Context: an optimization exercise on an open-source flow, tuned for small area. The choices shown serve that exercise and are no tape-out recipe. In this exercise RTL edits were held to simulation tests only and were not proved equivalent to the original. Power and IR drop assume default switching activity.

==> flow/design.v <==
module uart_spi_seq (
    input  wire        clk,
    input  wire        rst,           
    input  wire        crystal,       
    input  wire [39:0] now_ns,        
    input  wire        open_req,
    input  wire        close_req,
    input  wire        push_valid,
    input  wire [7:0]  push_data,
    output wire        push_ready,
    input  wire        fmt_valid,
    input  wire [17:0] fmt_baud,
    input  wire [3:0]  fmt_wlen,
    input  wire [1:0]  fmt_par,       
    input  wire [1:0]  fmt_stop,
    input  wire        flush_req,
    input  wire        stop_tx_req,
    input  wire        start_tx_req,
    input  wire        irq,
    output reg         x_valid,
    output reg  [15:0] x_word,
    input  wire        x_done,
    input  wire        x_err,
    input  wire [15:0] x_resp,
    output reg         rx_valid,
    output reg  [7:0]  rx_char,
    output reg         rx_perr,
    output reg  [1:0]  line_state,    
    output reg  [1:0]  de_state,      
    output reg  [1:0]  outcome,       
    output reg         txe,
    output reg         rxa,
    output reg         cts
);
    localparam [2:0] PH_EXITED = 3'd0, PH_PARKED = 3'd1, PH_TOP = 3'd2,
                     PH_DRAIN  = 3'd3, PH_TX     = 3'd4, PH_END = 3'd5,
                     PH_XWAIT  = 3'd6;
    localparam [2:0] K_CFG = 3'd0, K_DEOFF = 3'd1, K_RD = 3'd2,
                     K_TXD = 3'd3, K_STOP  = 3'd4;
    localparam [1:0] LN_SHUTDOWN = 2'd0, LN_STARTING = 2'd1, LN_ACTIVE = 2'd2;
    localparam [1:0] DE_OFF = 2'd0, DE_ON = 2'd1, DE_UNKNOWN = 2'd2;
    localparam [1:0] OC_NONE = 2'd0, OC_APPLIED = 2'd1, OC_SUPERSEDED = 2'd2;
    localparam [1:0] PAR_NONE = 2'd0, PAR_EVEN = 2'd1, PAR_ODD = 2'd2;
    localparam [15:0] W_RD    = 16'h0000;
    localparam [15:0] W_DEOFF = 16'h8400;
    localparam [2:0] RX_DRAIN_LAST = 3'd7;     
    localparam FW = 26;
    function [17:0] f_baud (input [FW-1:0] f); f_baud = f[25:8]; endfunction
    function [3:0]  f_code (input [FW-1:0] f); f_code = f[7:4];  endfunction
    function        f_w7   (input [FW-1:0] f); f_w7   = f[3];    endfunction
    function [1:0]  f_par  (input [FW-1:0] f); f_par  = f[2:1];  endfunction
    function        f_st2  (input [FW-1:0] f); f_st2  = f[0];    endfunction
    function [4:0] baud_lookup (input xtal, input [17:0] b);
        reg [4:0] c0;
        begin
            case (b)
                18'd300:    c0 = {1'b1, 4'd15};
                18'd600:    c0 = {1'b1, 4'd14};
                18'd1200:   c0 = {1'b1, 4'd13};
                18'd2400:   c0 = {1'b1, 4'd12};
                18'd4800:   c0 = {1'b1, 4'd11};
                18'd9600:   c0 = {1'b1, 4'd10};
                18'd19200:  c0 = {1'b1, 4'd9};
                18'd38400:  c0 = {1'b1, 4'd8};
                18'd57600:  c0 = {1'b1, 4'd1};
                18'd115200: c0 = {1'b1, 4'd0};
                18'd230400: c0 = {1'b1, 4'd15};    
                default:    c0 = {1'b0, 4'd0};
            endcase
            if (!xtal) begin
                baud_lookup = (b == 18'd230400) ? 5'd0 : c0;
            end else begin
                if (b == 18'd300)
                    baud_lookup = 5'd0;
                else if (b == 18'd230400)
                    baud_lookup = {1'b1, 4'd0};
                else
                    baud_lookup = {c0[4], c0[3:0] + 4'd1};
            end
        end
    endfunction
    function [21:0] bit_time (input [17:0] b);
        case (b)
            18'd300:    bit_time = 22'd3333333;
            18'd600:    bit_time = 22'd1666666;
            18'd1200:   bit_time = 22'd833333;
            18'd2400:   bit_time = 22'd416666;
            18'd4800:   bit_time = 22'd208333;
            18'd9600:   bit_time = 22'd104166;
            18'd19200:  bit_time = 22'd52083;
            18'd38400:  bit_time = 22'd26041;
            18'd57600:  bit_time = 22'd17361;
            18'd115200: bit_time = 22'd8680;
            18'd230400: bit_time = 22'd4340;
            default:    bit_time = 22'd0;
        endcase
    endfunction
    function [3:0] bits_per_char (input [FW-1:0] f);
        bits_per_char = 4'd1 + (f_w7(f) ? 4'd7 : 4'd8)
                      + ((f_par(f) != PAR_NONE) ? 4'd1 : 4'd0)
                      + (f_st2(f) ? 4'd2 : 4'd1);
    endfunction
    function [25:0] hold_ns (input [FW-1:0] f);
        hold_ns = bit_time(f_baud(f)) * bits_per_char(f);
    endfunction
    function [7:0] char_mask (input w7);
        char_mask = w7 ? 8'h7F : 8'hFF;
    endfunction
    function parity_bit (input [7:0] c, input w7, input odd);
        parity_bit = odd ^ (^(c & char_mask(w7)));
    endfunction
    function [15:0] cfg_word (input [FW-1:0] f, input shdn);
        cfg_word = {2'b11, 1'b0, shdn, 1'b0, 1'b1, 1'b0, 1'b0, 1'b0,
                    f_st2(f), (f_par(f) != PAR_NONE), f_w7(f), f_code(f)};
    endfunction
    function [15:0] txd_word (input [FW-1:0] f, input [7:0] c);
        reg [7:0] d;
        reg       pt;
        begin
            d  = c & char_mask(f_w7(f));
            pt = (f_par(f) == PAR_NONE) ? 1'b0 : parity_bit(d, f_w7(f), f_par(f) == PAR_ODD);
            txd_word = {2'b10, 3'b000, 1'b0, 1'b1, pt, d};
        end
    endfunction
    function [FW-1:0] resolve (input xtal, input [17:0] b, input [3:0] wl,
                               input [1:0] par, input [1:0] st, input [FW-1:0] g);
        reg [4:0]  lk;
        reg [17:0] rb;
        reg [3:0]  rc;
        reg        rw7;
        reg [1:0]  rp;
        reg        rst2;
        begin
            lk = baud_lookup(xtal, b);
            if (lk[4]) begin rb = b;         rc = lk[3:0];   end
            else       begin rb = f_baud(g); rc = f_code(g); end
            if (wl == 4'd7)      rw7 = 1'b1;
            else if (wl == 4'd8) rw7 = 1'b0;
            else                 rw7 = f_w7(g);
            rp   = (par == 2'd3) ? f_par(g) : par;
            if (st == 2'd1)      rst2 = 1'b0;
            else if (st == 2'd2) rst2 = 1'b1;
            else                 rst2 = f_st2(g);
            resolve = {rb, rc, rw7, rp, rst2};
        end
    endfunction
    reg [2:0]    phase;
    reg [2:0]    kind;            
    reg [2:0]    drain_k;
    reg [FW-1:0] stg;             
    reg [FW-1:0] fmt;             
    reg [FW-1:0] pfmt;            
    reg [25:0]   hold;
    reg [39:0]   dl;              
    reg          os_v;            
    reg [39:0]   os_d;            
    reg          f_cfg, f_dis, f_txn, f_txs, f_rxp, f_stop, f_fls;
    reg          wake, armed, fail, txstop;
    reg [7:0]    q [0:15];
    reg [3:0]    head, tail;
    wire [3:0] q_count = head - tail;
    wire       q_empty = (head == tail);
    wire       accept  = (line_state != LN_SHUTDOWN) && !f_stop;
    assign push_ready = accept && (q_count != 4'd15);
    wire [FW-1:0] default_fmt = {18'd9600, (crystal ? 4'd11 : 4'd10), 1'b0, PAR_NONE, 1'b0};
    reg [2:0]    phase_n, kind_n, drain_k_n;
    reg [FW-1:0] stg_n, fmt_n, pfmt_n;
    reg [25:0]   hold_n;
    reg [39:0]   dl_n, os_d_n;
    reg          os_v_n;
    reg          f_cfg_n, f_dis_n, f_txn_n, f_txs_n, f_rxp_n, f_stop_n, f_fls_n;
    reg          wake_n, armed_n, fail_n, txstop_n;
    reg [3:0]    head_n, tail_n;
    reg          q_we;
    reg          x_valid_n;
    reg [15:0]   x_word_n;
    reg          rx_valid_n, rx_perr_n;
    reg [7:0]    rx_char_n;
    reg [1:0]    line_n, de_n, outcome_n;
    reg          txe_n, rxa_n, cts_n;
    reg [7:0]    rch;
    always @* begin
        phase_n    = phase;
        kind_n     = kind;
        drain_k_n  = drain_k;
        stg_n      = stg;
        fmt_n      = fmt;
        pfmt_n     = pfmt;
        hold_n     = hold;
        dl_n       = dl;
        os_v_n     = os_v;
        os_d_n     = os_d;
        f_cfg_n    = f_cfg;
        f_dis_n    = f_dis;
        f_txn_n    = f_txn;
        f_txs_n    = f_txs;
        f_rxp_n    = f_rxp;
        f_stop_n   = f_stop;
        f_fls_n    = f_fls;
        wake_n     = wake;
        armed_n    = armed;
        fail_n     = fail;
        txstop_n   = txstop;
        head_n     = head;
        tail_n     = tail;
        q_we       = 1'b0;
        x_valid_n  = x_valid;
        x_word_n   = x_word;
        rx_valid_n = 1'b0;
        rx_char_n  = rx_char;
        rx_perr_n  = rx_perr;
        line_n     = line_state;
        de_n       = de_state;
        outcome_n  = outcome;
        txe_n      = txe;
        rxa_n      = rxa;
        cts_n      = cts;
        rch        = x_resp[7:0] & char_mask(f_w7(fmt));
        case (phase)
            PH_PARKED: begin
                if (wake) begin
                    wake_n  = 1'b0;
                    fail_n  = 1'b0;
                    phase_n = PH_TOP;
                end
            end
            PH_TOP: begin
                if (f_stop) begin
                    x_valid_n = 1'b1;
                    x_word_n  = cfg_word(fmt, 1'b1);
                    kind_n    = K_STOP;
                    phase_n   = PH_XWAIT;
                end else if (f_dis) begin
                    f_dis_n = 1'b0;
                    if (f_txs || !q_empty) begin
                        os_v_n    = 1'b0;
                        outcome_n = OC_SUPERSEDED;
                    end else if (de_state == DE_OFF) begin
                        outcome_n = OC_SUPERSEDED;
                    end else if (now_ns < dl) begin
                        os_v_n = 1'b1;
                        os_d_n = dl;
                    end else begin
                        x_valid_n = 1'b1;
                        x_word_n  = W_DEOFF;
                        kind_n    = K_DEOFF;
                        phase_n   = PH_XWAIT;
                    end
                end else if (f_cfg) begin
                    f_cfg_n   = 1'b0;
                    pfmt_n    = stg;
                    x_valid_n = 1'b1;
                    x_word_n  = cfg_word(stg, 1'b0);
                    kind_n    = K_CFG;
                    phase_n   = PH_XWAIT;
                end else if (line_state == LN_ACTIVE) begin
                    f_txs_n = 1'b0;
                    f_txn_n = 1'b0;
                    f_rxp_n = 1'b0;
                    if (f_fls) begin
                        tail_n  = head;
                        f_fls_n = 1'b0;
                    end
                    drain_k_n = 3'd0;
                    phase_n   = PH_DRAIN;
                end else begin
                    phase_n = PH_END;
                end
            end
            PH_DRAIN: begin
                if (f_stop) begin
                    phase_n = PH_TOP;
                end else begin
                    x_valid_n = 1'b1;
                    x_word_n  = W_RD;
                    kind_n    = K_RD;
                    phase_n   = PH_XWAIT;
                end
            end
            PH_TX: begin
                if (f_stop) begin
                    phase_n = PH_TOP;
                end else if (q_empty || txstop || !txe) begin
                    phase_n = PH_END;
                end else begin
                    x_valid_n = 1'b1;
                    x_word_n  = txd_word(fmt, q[tail]);
                    kind_n    = K_TXD;
                    phase_n   = PH_XWAIT;
                end
            end
            PH_END: begin
                if (q_empty && de_state != DE_OFF && !os_v && !f_dis &&
                    line_state == LN_ACTIVE) begin
                    os_v_n = 1'b1;
                    os_d_n = dl;
                end
                if (fail)
                    phase_n = PH_PARKED;
                else if (f_stop || f_dis || f_cfg || f_txn || f_txs || f_rxp || f_fls ||
                         (!q_empty && !txstop))
                    phase_n = PH_TOP;
                else
                    phase_n = PH_PARKED;
            end
            PH_XWAIT: begin
                if (x_done) begin
                    x_valid_n = 1'b0;
                    if (kind == K_STOP) begin
                        if (!x_err) begin
                            txe_n = x_resp[14];
                            rxa_n = x_resp[15];
                        end
                        os_v_n   = 1'b0;
                        armed_n  = 1'b0;
                        f_cfg_n  = 1'b0;
                        f_dis_n  = 1'b0;
                        f_txn_n  = 1'b0;
                        f_txs_n  = 1'b0;
                        f_rxp_n  = 1'b0;
                        f_stop_n = 1'b0;
                        f_fls_n  = 1'b0;
                        wake_n   = 1'b0;
                        tail_n   = head;
                        de_n     = DE_UNKNOWN;
                        line_n   = LN_SHUTDOWN;
                        phase_n  = PH_EXITED;
                    end else if (x_err) begin
                        fail_n = 1'b1;
                        case (kind)
                            K_CFG:   f_cfg_n = 1'b1;
                            K_DEOFF: f_dis_n = 1'b1;
                            default: f_txn_n = 1'b1;
                        endcase
                        phase_n = PH_END;
                    end else begin
                        txe_n = x_resp[14];
                        rxa_n = x_resp[15];
                        if (kind != K_CFG) begin
                            cts_n = x_resp[9];
                            if (x_resp[15]) begin
                                rx_valid_n = 1'b1;
                                rx_char_n  = rch;
                                rx_perr_n  = (f_par(fmt) != PAR_NONE) &&
                                             (x_resp[8] != parity_bit(rch, f_w7(fmt),
                                                                      f_par(fmt) == PAR_ODD));
                                if (kind != K_RD)
                                    f_rxp_n = 1'b1;
                            end
                        end
                        case (kind)
                            K_CFG: begin
                                fmt_n  = pfmt;
                                hold_n = hold_ns(pfmt);
                                if (x_resp[15])
                                    f_rxp_n = 1'b1;
                                if (line_state == LN_STARTING)
                                    line_n = LN_ACTIVE;
                                phase_n = PH_TOP;
                            end
                            K_DEOFF: begin
                                de_n      = DE_OFF;
                                outcome_n = OC_APPLIED;
                                phase_n   = PH_TOP;
                            end
                            K_RD: begin
                                if (!x_resp[15]) begin
                                    phase_n = PH_TX;
                                end else if (drain_k == RX_DRAIN_LAST) begin
                                    f_rxp_n = 1'b1;
                                    phase_n = PH_TX;
                                end else begin
                                    drain_k_n = drain_k + 3'd1;
                                    phase_n   = PH_DRAIN;
                                end
                            end
                            default: begin   
                                tail_n = tail + 4'd1;
                                de_n   = DE_ON;
                                if (os_v || f_dis)
                                    outcome_n = OC_SUPERSEDED;
                                os_v_n  = 1'b0;
                                f_dis_n = 1'b0;
                                dl_n    = ((now_ns < dl) ? dl : now_ns) + {14'd0, hold};
                                phase_n = PH_TX;
                            end
                        endcase
                    end
                end
            end
            default: ;   
        endcase
        if (open_req && line_state == LN_SHUTDOWN) begin
            line_n   = LN_STARTING;
            txstop_n = 1'b0;
            f_cfg_n  = 1'b1;
            armed_n  = 1'b1;
            phase_n  = PH_PARKED;
            wake_n   = 1'b1;
        end
        if (close_req && accept) begin
            f_stop_n = 1'b1;
            wake_n   = 1'b1;
        end
        if (push_valid && push_ready) begin
            q_we    = 1'b1;
            head_n  = head + 4'd1;
            f_txs_n = 1'b1;
            wake_n  = 1'b1;
        end
        if (fmt_valid && line_state == LN_ACTIVE && !f_stop) begin
            stg_n   = resolve(crystal, fmt_baud, fmt_wlen, fmt_par, fmt_stop, stg);
            f_cfg_n = 1'b1;
            wake_n  = 1'b1;
        end
        if (flush_req && accept) begin
            f_fls_n = 1'b1;
            f_txn_n = 1'b1;
            wake_n  = 1'b1;
        end
        if (stop_tx_req && accept)
            txstop_n = 1'b1;
        if (start_tx_req && accept) begin
            txstop_n = 1'b0;
            f_txs_n  = 1'b1;
            wake_n   = 1'b1;
        end
        if (irq && armed && !f_stop) begin
            f_txn_n = 1'b1;
            f_rxp_n = 1'b1;
            wake_n  = 1'b1;
        end
        if (os_v_n && now_ns >= os_d_n) begin
            os_v_n  = 1'b0;
            f_dis_n = 1'b1;
            wake_n  = 1'b1;
        end
    end
    always @(posedge clk) begin
        if (q_we)
            q[head] <= push_data;
    end
    always @(posedge clk) begin
        if (rst) begin
            phase      <= PH_EXITED;
            kind       <= K_CFG;
            drain_k    <= 3'd0;
            stg        <= default_fmt;
            fmt        <= default_fmt;
            pfmt       <= default_fmt;
            hold       <= 26'd1041660;
            dl         <= 40'd0;
            os_v       <= 1'b0;
            os_d       <= 40'd0;
            f_cfg      <= 1'b0;
            f_dis      <= 1'b0;
            f_txn      <= 1'b0;
            f_txs      <= 1'b0;
            f_rxp      <= 1'b0;
            f_stop     <= 1'b0;
            f_fls      <= 1'b0;
            wake       <= 1'b0;
            armed      <= 1'b0;
            fail       <= 1'b0;
            txstop     <= 1'b0;
            head       <= 4'd0;
            tail       <= 4'd0;
            x_valid    <= 1'b0;
            x_word     <= 16'd0;
            rx_valid   <= 1'b0;
            rx_char    <= 8'd0;
            rx_perr    <= 1'b0;
            line_state <= LN_SHUTDOWN;
            de_state   <= DE_OFF;
            outcome    <= OC_NONE;
            txe        <= 1'b0;
            rxa        <= 1'b0;
            cts        <= 1'b0;
        end else begin
            phase      <= phase_n;
            kind       <= kind_n;
            drain_k    <= drain_k_n;
            stg        <= stg_n;
            fmt        <= fmt_n;
            pfmt       <= pfmt_n;
            hold       <= hold_n;
            dl         <= dl_n;
            os_v       <= os_v_n;
            os_d       <= os_d_n;
            f_cfg      <= f_cfg_n;
            f_dis      <= f_dis_n;
            f_txn      <= f_txn_n;
            f_txs      <= f_txs_n;
            f_rxp      <= f_rxp_n;
            f_stop     <= f_stop_n;
            f_fls      <= f_fls_n;
            wake       <= wake_n;
            armed      <= armed_n;
            fail       <= fail_n;
            txstop     <= txstop_n;
            head       <= head_n;
            tail       <= tail_n;
            x_valid    <= x_valid_n;
            x_word     <= x_word_n;
            rx_valid   <= rx_valid_n;
            rx_char    <= rx_char_n;
            rx_perr    <= rx_perr_n;
            line_state <= line_n;
            de_state   <= de_n;
            outcome    <= outcome_n;
            txe        <= txe_n;
            rxa        <= rxa_n;
            cts        <= cts_n;
        end
    end
endmodule
==> flow/run.sh <==
#!/bin/bash
# synth_recipe.tcl (not shown) runs the flow's synth.tcl, then flattens the netlist and writes it again
# the make line also repeats each setting of config.mk as NAME=value (left out here)
make -C /OpenROAD-flow-scripts/flow DESIGN_CONFIG=/design/flow/config.mk WORK_HOME=/design/flow/orfs CLKGATE_MAP_FILE= SYNTH_SCRIPT=/design/flow/synth_recipe.tcl finish
==> flow/config.mk <==
export PLATFORM = sky130hd
export DESIGN_NAME = uart_spi_seq
export DESIGN_NICKNAME = uart_spi_seq
export VERILOG_FILES = /design/flow/design.v
export SDC_FILE = /design/flow/constraint.sdc
export NUM_CORES = 4
export LEC_CHECK = 0
export CAP_MARGIN = 20
export CORE_MARGIN = 2
export CORE_UTILIZATION = 40
export SLEW_MARGIN = 20
==> flow/constraint.sdc <==
create_clock -name core_clock -period 10.0 [get_ports {clk}]
set_input_delay 2.0000 -clock core_clock [delete_from_list [all_inputs] [get_ports {clk}]]
set_output_delay 2.0000 -clock core_clock [all_outputs]
set_load 0.01 [all_outputs]
==> run summary <==
[flip-flops by register name, indices dropped and copies added, names as in the netlist, 2 cells and up, named ones only]
register,flops
q,128
stg,26
line_state,2
dl,40
fmt,8
x_word,14
drain_k,3
kind,2
phase,3
de_state,2
pfmt,26
tail,4
os_d,40
outcome,2
rx_char,8
hold,26
head,4
[layer usage]
layer	global-route usage	part of all wire	vias up
met4	0.0519	0.019	2
met5	0	0.000066	-
met2	0.338	0.45	561
met3	0.0410	0.066	92
li1	-	-	8892
met1	0.291	0.46	8723
[worst min-delay path, cell delays in order (launching register included)]
cell and delay, ns:
dfxtp_1 0.33, nand2_1 0.06, a21oi_1 0.05
[how the worst min path moves through the flow]
stage                 start       end  slack, ns  depth (start not counted)
floorplan            stg[8]   pfmt[8]       0.43                          2
global placement     stg[8]   pfmt[8]       0.44                          2
detailed placement  stg[14]  pfmt[14]       0.45                          2
CTS                 pfmt[0]    fmt[0]       0.44                          2
global route        pfmt[0]    fmt[0]       0.46                          2
finish              pfmt[0]    fmt[0]       0.44                          2
[cell families after synthesis]
logic type               after synthesis  share of synthesized area
adder cells (fa/ha/maj)              199                      0.127
buffers and inverters                232                     0.0426
flip-flops                           360                      0.388
AO/OA/AOI/OAI                        553                      0.161
AND/OR/NAND/NOR                      882                      0.186
XOR/XNOR                              60                     0.0241
other                                  1                   0.000169
multiplexers                         110                     0.0707
[per-stage QoR]
step	utilization	cells	power (uW)	instance area (sq um)	hold slack, ns
5_1_grt	0.464	3269	4230	25500	0.456
6_report	0.464	3269	4010	25500	0.438
4_1_cts	0.464	3268	4050	25500	0.442
3_3_place_gp	0.440	3194	2540	24200	0.440
3_5_place_dp	0.440	3194	2550	24200	0.450
2_1_floorplan	-	2398	2270	22200	0.427
[placed cells by master, fill, tap and decap left out, drive strengths merged, types with 21 or more instances in the layout]
master / n
o211ai: 21
nor3: 47
xnor2: 41
nand4: 32
a21o: 51
and2: 40
edfxtp: 140
inv: 123
a21oi: 175
buf: 30
clkdlybuf4s50: 132
nor2: 213
fa: 43
ha: 156
nor2b: 22
clkbuf: 56
dfxtp: 220
nand3: 73
mux4: 32
o21ai: 115
nand2: 330
mux2i: 74
a31oi: 22
a211oi: 26
[synth_stat cells, drive strengths merged (40+ instances only)]
library cell,number,area (sq um)
edfxtp,140,4200
nor2,213,800
inv,119,447
a21oi,175,880
ha,156,1950
nor3,47,235
o21ai,115,576
fa,43,861
nand2,330,1240
nand3,73,370
mux2i,74,741
dfxtp,220,4400
xnor2,41,367
clkbuf,92,347
and2,40,250
a21o,51,383
[power by group]
group / internal (uW) / switching [uW] / leakage, uW
combinational: 374 / 563 / 0.00592
sequential: 1560 / 40.0 / 0.00305
clock: 846 / 633 / 0.000649
total: 2780 / 1240 / 0.00962
[layout make-up]
| class | count | area share |
|---|---|---|
| Multi-Input combinational cell | 1806 | 0.496 |
| Clock inverter | 18 | 0.00676 |
| Tap cell | 748 | 0.0367 |
| Sequential cell | 360 | 0.337 |
| Timing Repair Buffer | 162 | 0.0610 |
| Inverter | 119 | 0.0175 |
| Clock buffer | 56 | 0.0452 |
==> impl_metrics.yaml <==
yosys:
  ys.warnings.count: 1
  ys_seq_area_frac: 0.388
  syn_inst: 2397
  synth-seq-cells: 360
  synth_edf_count: 140
  synth_cell_types: 89
  synth_area_per_cell_sq_um: 9.24
  syn_area_sq_mm: 0.0222
  synth_ff_type: "dfxtp_1"
  async_flop_share: 0
sta:
  finalSetupViolations: 0
  setup_tns_ns: 0
  rsz0062_at_grt: "no"
  skew_ns: 0.0564
  period_minus_slack_ns: 7.84
  fin_crit_sh: 0.784
  layout_setup_ws_ns: 2.16
  hold_viol_final: 0
  fmax_ghz: 0.127
  slew_viol_final: 0
  tightest_slew_ns: 1.15
  max_slew_margin: 0.236
floorplan:
  start_util: 0.403
  fp.dieW_um: 239
  ios: 140
  fp.dieH_um: 239
  rows: 86
  dieArea_sq_mm: 0.0573
  coreArea_sq_mm: 0.0550
clock_tree:
  post_cts_buffers: 0
  cts_resized: 0
  clock-sinks: 360
  tritoncts: "built"
  numCtsBuffers: 42
  cts-hold-fix-buffers: 0
  clkTransAtPathRegs_ns: 0.06
  worstSkewPairLatency_ns: 0.59
  htreeDepth: 2
  root_buffer: "clkbuf_16"
  cts_buffer_depth: 3
place:
  dp_slack_ns: 1.69
  dp_hpwl_um: 43800
  place_congestion: 0.908
  port_buffers: 133
worst_setup_path:
  cp-endpoint: "dl[38]"
  critPathTopFamily: "compound AO/OA/AOI/OAI gates"
  path_buf_inv: 3
  r2r_end: "dl[38]"
  cp-start-kind: "input pin"
  r2r_start: "dl[29]"
  crit_fanout: 15
  rr_worst_depth: 22
  slowest_delay_ns: 0.85
  crit_path_start: "now_ns[29]"
  worst_setup_path_end_kind: "flip-flop"
  cp.required_ns: 10.47
  reg2reg_setup_slack_ns: 3.77
  crit_cells: 22
  crit_chain: "clkdlybuf4s50_1, ha_1, a21o_1, a21o_1, a21oi_1, or3_1, nand3_1, nor2_1, nand2_1, o21ai_0, ha_1, inv_1, fa_1, nor2b_1, o31ai_1, buf_4, a211oi_1, o31ai_1, o21a_1, a221oi_1, mux2i_1, a221o_1"
  worstSetupPathType: "input pin to flip-flop"
  critPathArrivalTime_ns: 8.31
  cp_slowest_cell: "nor2_1"
hold_path:
  hold_path.class: "flip-flop to flip-flop"
detailed_routing:
  wl_um: 60400
  drc: 0
  via_per_inst: 5.59
  drtIter0Drc: 1520
  antenna_left: 0
  routedWlPerCell_um: 18.5
  drt-pass1-iter-count: 7
  dr_total_vias: 18300
global_routing:
  antenna_found_initial: 1
  grt_max_degree: 74
  grt_overflow: 0
  grt_pass1_wl_um: 96700
  grt_pass1_vias: 17800
  grt_usage: 0.210
pwr:
  ir_drop_mv: 0.133
  powerDensity_mw_per_mm2: 157
  p_leak_uw: 0.00962
finish:
  drive_gt1_frac: 0.0539
  diodes: 0
  seq_area_sq_mm: 0.00861
  multi_input_area_sq_mm: 0.0127
  syn_to_final_growth_pct: 15.2
  nets: 2793
  fillers: 5236
outcome:
  outcome: "no timing/DRC/antenna violations"
flow_run:
  drv_cap: 0

## re-timing with driven ports
No port has a modelled driver above. Below, the same layout with a new extraction and two added sets of constraints. Step 1 sets driving cells, clkbuf_16 on the clock port and buf_2 on the other inputs (assumed; they add their load-dependent delay and slew). Step 2 times the ports against the registers' clock, not the clock port: input delays grow and output delays shrink by t, the midpoint of the rising clock arrivals with the driver on. a / b / c = no drivers / after step 1 / after step 2; a / b = the first two.
shift t [ns]: 0.621
slack for setup (ns): 2.156 / 2.186 / 1.565
worst setup path after step 2: input to register
cell pins on the clock port's net: 1
After both steps setup and hold are still met in this run. The setup slack of this run moves by +0.030 ns with the drivers and by -0.591 ns with both steps.
